From an optimization exercise on the open Yosys and OpenROAD flow, aimed at small area, a short achievable clock period and few clock cycles per item; shortcuts taken in it are not production practice.
The RTL of this run was laid out without a check of its function.

### design/flow/config.mk
export PLATFORM = sky130hd
export DESIGN_NAME = bso_core
export DESIGN_NICKNAME = bso_core
export VERILOG_FILES = /design/flow/design.v
export SDC_FILE = /design/flow/constraint.sdc
export NUM_CORES = 8
export LEC_CHECK = 0
export CAP_MARGIN = 20
export CORE_MARGIN = 2
export CORE_UTILIZATION = 30
export SLEW_MARGIN = 20
### design/flow/constraint.sdc
create_clock -name core_clock -period 12.0 [get_ports {clk}]
set_input_delay 2.4000 -clock core_clock [delete_from_list [all_inputs] [get_ports {clk}]]
set_output_delay 2.4000 -clock core_clock [all_outputs]
set_load 0.01 [all_outputs]
### design/flow/design.v
module bitmask_primitive_engine #(
    parameter W = 64
) (
    input  wire [W-1:0] a,
    input  wire [W-1:0] b,
    input  wire [5:0]   ramt,      
    input  wire [5:0]   n1lo,      
    input  wire [5:0]   n2lo,      
    input  wire         n2big,     
    input  wire         m_shl,     
    input  wire         m_shr,     
    input  wire         m_ext,     
    input  wire [3:0]   lut,       
    output wire [W-1:0] rset
);
    wire [W-1:0] s0 = a;
    wire [W-1:0] s1 = ramt[0] ? {s0[0],    s0[W-1:1]}  : s0;
    wire [W-1:0] s2 = ramt[1] ? {s1[1:0],  s1[W-1:2]}  : s1;
    wire [W-1:0] s3 = ramt[2] ? {s2[3:0],  s2[W-1:4]}  : s2;
    wire [W-1:0] s4 = ramt[3] ? {s3[7:0],  s3[W-1:8]}  : s3;
    wire [W-1:0] s5 = ramt[4] ? {s4[15:0], s4[W-1:16]} : s4;
    wire [W-1:0] x  = ramt[5] ? {s5[31:0], s5[W-1:32]} : s5;
    genvar i;
    generate
        for (i = 0; i < W; i = i + 1) begin : g_bit
            wire ge1 = (i >= n1lo);                
            wire ge1r = ((W - 1 - i) >= n1lo);     
            wire lt2 = n2big | (i < n2lo);         
            wire m  = ~((m_shl & ~ge1) | (m_shr & ~ge1r) | (m_ext & ~lt2));
            wire xm = x[i] & m;
            assign rset[i] = lut[{xm, b[i]}];
        end
    endgenerate
endmodule
module set_algebra_ops #(
    parameter W = 64
) (
    input  wire [W-1:0] a,
    input  wire [W-1:0] b,
    output wire [6:0]   card,      
    output wire [5:0]   lo,        
    output wire [5:0]   hi,        
    output wire         nonempty,  
    output wire         issub,     
    output wire         issuper    
);
    assign issub    = ~|(a & ~b);
    assign issuper  = ~|(b & ~a);
    assign nonempty = |a;
    function automatic [6:0] popcnt(input [W-1:0] v);
        integer k;
        reg [1:0] p2 [0:31];
        reg [2:0] p4 [0:15];
        reg [3:0] p8 [0:7];
        reg [4:0] p16 [0:3];
        reg [5:0] p32 [0:1];
        begin
            for (k = 0; k < 32; k = k + 1) p2[k]  = {1'b0, v[2*k]} + {1'b0, v[2*k+1]};
            for (k = 0; k < 16; k = k + 1) p4[k]  = {1'b0, p2[2*k]} + {1'b0, p2[2*k+1]};
            for (k = 0; k < 8;  k = k + 1) p8[k]  = {1'b0, p4[2*k]} + {1'b0, p4[2*k+1]};
            for (k = 0; k < 4;  k = k + 1) p16[k] = {1'b0, p8[2*k]} + {1'b0, p8[2*k+1]};
            for (k = 0; k < 2;  k = k + 1) p32[k] = {1'b0, p16[2*k]} + {1'b0, p16[2*k+1]};
            popcnt = {1'b0, p32[0]} + {1'b0, p32[1]};
        end
    endfunction
    assign card = popcnt(a);
    function automatic [5:0] lsb_idx(input [W-1:0] v);
        integer k;
        reg       v1 [0:31]; reg [0:0] i1 [0:31];
        reg       v2 [0:15]; reg [1:0] i2 [0:15];
        reg       v3 [0:7];  reg [2:0] i3 [0:7];
        reg       v4 [0:3];  reg [3:0] i4 [0:3];
        reg       v5 [0:1];  reg [4:0] i5 [0:1];
        begin
            for (k = 0; k < 32; k = k + 1) begin
                v1[k] = v[2*k] | v[2*k+1]; i1[k] = ~v[2*k];
            end
            for (k = 0; k < 16; k = k + 1) begin
                v2[k] = v1[2*k] | v1[2*k+1];
                i2[k] = v1[2*k] ? {1'b0, i1[2*k]} : {1'b1, i1[2*k+1]};
            end
            for (k = 0; k < 8; k = k + 1) begin
                v3[k] = v2[2*k] | v2[2*k+1];
                i3[k] = v2[2*k] ? {1'b0, i2[2*k]} : {1'b1, i2[2*k+1]};
            end
            for (k = 0; k < 4; k = k + 1) begin
                v4[k] = v3[2*k] | v3[2*k+1];
                i4[k] = v3[2*k] ? {1'b0, i3[2*k]} : {1'b1, i3[2*k+1]};
            end
            for (k = 0; k < 2; k = k + 1) begin
                v5[k] = v4[2*k] | v4[2*k+1];
                i5[k] = v4[2*k] ? {1'b0, i4[2*k]} : {1'b1, i4[2*k+1]};
            end
            lsb_idx = v5[0] ? {1'b0, i5[0]} : {1'b1, i5[1]};
        end
    endfunction
    function automatic [W-1:0] rev(input [W-1:0] v);
        integer k;
        for (k = 0; k < W; k = k + 1) rev[k] = v[W-1-k];
    endfunction
    assign lo = lsb_idx(a);
    assign hi = ~lsb_idx(rev(a));    
endmodule
module bso_core #(
    parameter W = 64
) (
    input  wire         clk,
    input  wire         rst,           
    input  wire         req_valid,
    input  wire [39:0]  cmd,
    input  wire [W-1:0] a,
    input  wire [W-1:0] b,
    output reg          rsp_valid,
    output wire [W-1:0] rset,
    output wire [15:0]  rcnt,
    output reg          rflag,
    output reg  [1:0]   err
);
    localparam [1:0] ERR_OK = 2'd0, ERR_EMPTY_SET = 2'd1,
                     ERR_INVALID_RANGE = 2'd2, ERR_ILLEGAL_OP = 2'd3;
    wire [5:0]  opc = cmd[5:0];
    wire [1:0]  rsv = cmd[7:6];
    wire [15:0] n1  = cmd[23:8];
    wire [15:0] n2  = cmd[39:24];
    wire go = req_valid & ~rst;        
    localparam [3:0] F_AND = 4'b1000, F_OR = 4'b1110, F_XOR = 4'b0110,
                     F_NOTX = 4'b0011, F_CLR = 4'b0100, F_X = 4'b1100;
    reg [3:0] f;           
    reg       rot_r, rot_l, mk_shl, mk_shr, mk_ext, shift_op;
    reg       c_clz, c_ctz, c_card, c_min, c_max;
    reg       g_sub, g_super, g_empty;
    reg       legal;
    always @(*) begin
        f = 4'b0000;
        rot_r = 1'b0; rot_l = 1'b0; mk_shl = 1'b0; mk_shr = 1'b0; mk_ext = 1'b0;
        shift_op = 1'b0;
        c_clz = 1'b0; c_ctz = 1'b0; c_card = 1'b0; c_min = 1'b0; c_max = 1'b0;
        g_sub = 1'b0; g_super = 1'b0; g_empty = 1'b0;
        legal = 1'b1;
        case (opc)
            6'h00, 6'h21:                 f = F_AND;
            6'h01, 6'h09, 6'h20, 6'h30:   f = F_OR;
            6'h02, 6'h0A, 6'h23, 6'h31:   f = F_XOR;
            6'h03, 6'h24:                 f = F_NOTX;
            6'h08, 6'h22, 6'h2F:          f = F_CLR;
            6'h04: begin f = F_X;   rot_l = 1'b1; mk_shl = 1'b1; shift_op = 1'b1; end
            6'h2B: begin f = F_OR;  rot_l = 1'b1; mk_shl = 1'b1; shift_op = 1'b1; end
            6'h05: begin f = F_X;   rot_r = 1'b1; mk_shr = 1'b1; shift_op = 1'b1; end
            6'h2C: begin f = F_AND; rot_r = 1'b1; mk_shr = 1'b1; shift_op = 1'b1; end
            6'h06: begin f = F_X;   rot_l = 1'b1; end
            6'h2D: begin f = F_CLR; rot_l = 1'b1; end
            6'h07: begin f = F_X;   rot_r = 1'b1; end
            6'h2E: begin f = F_XOR; rot_r = 1'b1; end
            6'h0B, 6'h32: begin f = F_X; rot_r = 1'b1; mk_ext = 1'b1; end
            6'h0C, 6'h33: c_clz = 1'b1;
            6'h0D, 6'h34: c_ctz = 1'b1;
            6'h27: c_card = 1'b1;
            6'h29: c_min = 1'b1;
            6'h2A: c_max = 1'b1;
            6'h25: g_sub = 1'b1;
            6'h26: g_super = 1'b1;
            6'h28: g_empty = 1'b1;
            default: legal = 1'b0;
        endcase
        if (rsv != 2'b00) legal = 1'b0;
    end
    wire n1big = |n1[15:6];                                
    wire n2big = |n2[15:6];                                
    wire [7:0] rsum = {1'b0, n1[6:0]} + {1'b0, n2[6:0]};
    wire ext_bad = (|n1[15:7]) | (|n2[15:7]) | rsum[7] | (rsum[6] & (|rsum[5:0]));
    wire [6:0] card;
    wire [5:0] lo, hi;
    wire       nonempty, issub, issuper;
    set_algebra_ops #(.W(W)) sao (
        .a(a), .b(b), .card(card), .lo(lo), .hi(hi), .nonempty(nonempty),
        .issub(issub), .issuper(issuper)
    );
    wire e_ill   = ~legal;
    wire e_range = legal & mk_ext & ext_bad;
    wire e_empty = legal & (c_min | c_max) & ~nonempty;
    wire ok      = legal & ~e_range & ~e_empty;
    wire [3:0] f_ok  = f & {4{go & ok}};
    wire [3:0] lut   = (shift_op & n1big) ? {f_ok[1:0], f_ok[1:0]} : f_ok;
    wire [5:0] n1lo = n1[5:0];
    wire [5:0] ramt = rot_r ? n1lo : rot_l ? (6'd0 - n1lo) : 6'd0;
    wire [W-1:0] rset_d;
    bitmask_primitive_engine #(.W(W)) bpe (
        .a(a), .b(b), .ramt(ramt), .n1lo(n1lo), .n2lo(n2[5:0]), .n2big(n2big),
        .m_shl(mk_shl), .m_shr(mk_shr), .m_ext(mk_ext), .lut(lut), .rset(rset_d)
    );
    wire [6:0] clz = nonempty ? {1'b0, ~hi} : 7'd64;
    wire [6:0] ctz = nonempty ? {1'b0, lo}  : 7'd64;
    wire [6:0] rcnt_d = ({7{go & ok & c_card}} & card)
                      | ({7{go & ok & c_clz}}  & clz)
                      | ({7{go & ok & c_ctz}}  & ctz)
                      | ({7{go & ok & c_min}}  & {1'b0, lo})
                      | ({7{go & ok & c_max}}  & {1'b0, hi});
    wire rflag_d = go & ok & ((g_sub & issub) | (g_super & issuper) | (g_empty & ~nonempty));
    wire [1:0] err_d = {2{go}} & (e_ill ? ERR_ILLEGAL_OP : e_range ? ERR_INVALID_RANGE :
                                  e_empty ? ERR_EMPTY_SET : ERR_OK);
    reg [W-1:0] rset_q;
    reg [6:0]   rcnt_q;
    always @(posedge clk) begin
        rsp_valid <= go;
        rset_q    <= rset_d;
        rcnt_q    <= rcnt_d;
        rflag     <= rflag_d;
        err       <= err_d;
    end
    assign rset = rset_q;
    assign rcnt = {9'd0, rcnt_q};
endmodule
### design/flow/run.sh
#!/bin/bash
# synth_recipe.tcl (not shown) runs the flow's synth.tcl, then flattens the netlist and writes it again
# the make line also repeats each setting of config.mk as NAME=value (left out here)
make -C /OpenROAD-flow-scripts/flow DESIGN_CONFIG=/design/flow/config.mk WORK_HOME=/design/flow/orfs CLKGATE_MAP_FILE= SYNTH_SCRIPT=/design/flow/synth_recipe.tcl finish
==> results.txt <==
[sequential cells by signal (all words and copies together) (netlist names)]
register and count:
err 2, rflag 1, rcnt_q 7, rset_q 64, rsp_valid 1
[cell families (layout without fill, tap and decap cells)]
family | after synthesis | in the layout | share of synthesized area (%)
buf+inv | 330 | 458 | 9.546
flops | 75 | 75 | 10.38
fa+ha+maj | 87 | 87 | 10.38
other cells | 1 | 10 | 0.02592
simple gates | 588 | 588 | 18.22
compound gates | 744 | 744 | 36.34
xor+xnor | 6 | 6 | 0.3632
mux | 134 | 134 | 14.75
[area by class of cell]
type,instances,area (um^2),area share [%]
inverters,156,585.6,3.309
diodes,1,2.502,0.01414
clock inverters,7,106.4,0.6010
repair buffers,286,2758,15.58
multi-input cells,1568,11750,66.39
flip-flops and latches,75,1501,8.484
clock buffers,9,225.2,1.273
well taps,615,769.5,4.348
[through the flow]
stage | setup WS (ps) | std cells
5_1_grt | 2792 | 2716
3_3_place_gp | 2721 | 2699
2_1_floorplan | 3664 | 1973
6_report | 3044 | 2717
3_5_place_dp | 2727 | 2700
4_1_cts | 3119 | 2716
[cell usage after synthesis, types with 6 or more instances]
library cell    n  area (um^2)
a221o_1        12        120.1
buf_1           8        30.03
a21boi_0       14        105.1
a222oi_1       67        670.6
nor3_1         31        155.2
inv_1         156        585.6
o31ai_1        17        127.6
nor2_1        161        604.3
and2_1         10        62.56
nand2b_1        8        50.05
a211oi_1       28        210.2
nand2_1       228        855.8
a21oi_1        98        490.5
ha_1           32        400.4
buf_4          11        82.58
o21ai_1         6        30.03
o22ai_1        40        250.2
a21o_1          8        60.06
mux2_2          7        78.83
nand4_1        15        93.84
mux2i_1        64        640.6
nand3_1        65        325.3
dfxtp_1        75         1501
clkbuf_1      115        431.7
o211ai_1       26        195.2
o21ai_0       179        895.9
o21bai_1        9        67.56
mux4_2         61         1374
a22o_1          9        78.83
nor2b_1        15        93.84
nor4_1         16        100.1
o221ai_1       20        175.2
and3_1         10        62.56
buf_2          32        160.2
a221oi_1       92        805.8
fa_1           55         1101
a31oi_1        26        162.7
a22oi_1        36        270.3
[per-layer routing]
layer	up-vias	wire, um
met5	-	26
met4	4	4408
met3	238	10330
met2	1458	39610
met1	8993	38720
li1	7817	-
[worst max-delay path: cells and delay by family]
family	cells	cell delay, ps
buffers and inverters	7	1380
AOI/OAI and AO/OA	6	1010
xor gates and xnor gates	1	80
adders and majority gates	9	4320
[power groups by stage]
stage | Sequential, mW | Clock (mW) | Combinational, mW
after floorplan | 0.259 | 0 | 1.46
after global placement | 0.258 | 0 | 2.11
after detailed placement | 0.258 | 0 | 2.11
final | 0.252 | 0.325 | 2.14
after CTS | 0.252 | 0.327 | 2.14
after global routing | 0.252 | 0.333 | 2.41
[worst paths after layout]
kind,endpoint,slack [ps],cells after the start
max,rcnt_q[5]$_DFF_P_,3040,23
min,err[0]$_DFF_P_,2640,3
[layout by cell type, fill, tap and decap left out, types with 15 or more instances in the layout]
cell type and instances:
ha_1 32, nand4_1 15, o31ai_1 16, o221ai_1 20, o21ai_0 179, o22ai_1 40, nor2_1 158, a21oi_1 97
a222oi_1 67, nand3_1 65, a211oi_1 28, fa_1 55, nand2_1 228, a22oi_1 36, mux2i_1 64, buf_4 40
inv_1 156, o211ai_1 26, nor3_1 28, mux4_2 61, a31oi_1 26, a221oi_1 92, clkdlybuf4s50_1 245, dfxtp_1 75
==> impl_metrics.py <==
metrics = {
    "run_status": {
        "outcome": "no timing/DRC/antenna violations",
    },
    "sta": {
        "tns_ps": 0,
        "clock.fmax_ghz": 0.1117,
        "slew_headroom_pct": 20.71,
        "finalCritPeriodShare_pct": 74.63,
        "finalHoldViolCount": 0,
        "slew_viol_final": 0,
        "hold_slack_ps": 2640,
        "fin_crit_ps": 8956,
        "grt_setup_unrepaired": "no",
        "finalSetupViolCount": 0,
        "worstMarginPinSlew_ps": 1177,
    },
    "power_and_ir_drop": {
        "p_leak_nw": 7.007,
        "ir_worst_vdd_uv": 390.4,
        "power_frac_clock_pct": 12.0,
        "finalPower_mw": 2.713,
        "pwr_density_cell_mw_per_mm2": 153.3,
        "combPwrFrac_pct": 78.7,
        "sequentialPowerShare_pct": 9.3,
        "swShare_pct": 52.25,
        "p_sw_mw": 1.418,
        "internal_power_mw": 1.296,
    },
    "synthesis": {
        "syn_avg_cell_area_um2": 7.364,
        "yosys_warnings": 27,
        "ys_seq_area_share_pct": 10.38,
        "synth_cell_type_count": 82,
        "ys_seq_elements": 75,
        "synth-async-reset-ratio_pct": 0,
        "synth_top_flop_cell": "dfxtp_1",
        "synth_edf_count": 0,
        "synthCells": 1965,
        "syn_area_mm2": 0.01447,
    },
    "die": {
        "core_area_mm2": 0.04765,
        "die_w_um": 223.6,
        "dieArea_mm2": 0.05001,
        "num_rows": 80,
        "initial_core_util_pct": 30.37,
        "io_pins": 255,
        "die_y_um": 223.6,
    },
    "global_routing": {
        "grt_pass1_vias": 16870,
        "grt_max_degree": 72,
        "grt_use_met1_pct": 49.20,
        "grt_use_total_pct": 36.02,
        "grt_pass1_wl_mm": 129.0,
        "busiest_layer": "met2",
        "grt_antenna_before_repair": 3,
        "gr-usage-met2_pct": 54.55,
        "use_met3_pct": 8.565,
        "grt-ovfl-total": 0,
    },
    "finish": {
        "num-fill-cells": 5082,
        "drive_above_1_share_pct": 7.377,
        "final_area_mm2": 0.01770,
        "syn2layout_area_growth_pct": 22.30,
        "final_util_pct": 37.14,
        "nets": 2354,
    },
    "critical_path": {
        "cp_data_required_time_ps": 12260,
        "cpMostUsedCell": "fa_1",
        "start_kind": "input pin",
        "cp_slowest_cell": "clkdlybuf4s50_1",
        "worstPathArrival_ps": 9210,
        "startpoint": "a[11]",
        "cp_slowest_stage_delay_ps": 800,
        "end_kind": "register",
        "cp_cell_sequence": "clkdlybuf4s50_1, inv_1, fa_1, inv_1, fa_1, inv_1, fa_1, inv_1, fa_1, fa_1, fa_1, fa_1, inv_1, fa_1, inv_1, ha_1, a21o_1, a21oi_1, o21bai_1, a21oi_1, xnor2_1, a22oi_1, o211ai_1",
        "cp_max_fo": 7,
        "crit_type": "input pin to register",
    },
    "clocking": {
        "post_cts_buffers": 0,
        "clk_root_buffer_cell": "clkbuf_16",
        "post_cts_resized": 0,
        "path_clk_slew_ps": 90,
        "numCtsBuffers": 9,
        "cts_tree": "yes",
        "cts_buffer_depth": 2,
        "cts_sinks": 75,
        "ctsHoldBuffers": 0,
        "htreeDepth": 3,
    },
    "detailed_routing": {
        "drc": 0,
        "wl_mm": 93.09,
        "vias": 18510,
        "drt_pre_antenna_iters": 14,
        "via_per_inst": 6.813,
        "drt_iter0_drc": 3992,
        "avgRoutedWirePerCell_um": 34.26,
        "ant_nets": 0,
    },
    "placement": {
        "dp_hpwl_mm": 74.23,
        "dpl_cell_area_mm2": 0.01736,
        "finalWeightedCongestion": 1.056,
        "port_buffers": 245,
    },
    "worst_hold_path": {
        "min_path_type": "input pin to register",
        "min-delay-start": "req_valid",
    },
    "flow_run": {
        "drv_cap": 0,
    },
}

-- afterwards: timing with drivers on the ports --
No port has a modelled driver above. Below, the same layout with a new extraction and two added sets of constraints. Step 1 assumes that a clkbuf_16 drives the clock port and a buf_2 every other input. Step 2 moves the port delays by t, midway between the first and last clock arrival at a register: inputs arrive t later, outputs are due t later. That takes back most of the time a late clock gives input paths. Three values: ideal ports, drivers, drivers and shift; two values: the first two.
t, ns: 0.440
slack for setup (ns): 3.044 / 3.078 / 2.638
hold WS [ns]: 2.640 / 2.611 / 3.051
slew at the worst register clock pin (ns): 0.09 / 0.09
pins driven straight from the clock port: 1
After both steps this run still meets setup and hold. For this run, drivers alone change the setup slack by +0.034 ns; drivers and shift together by -0.406 ns.
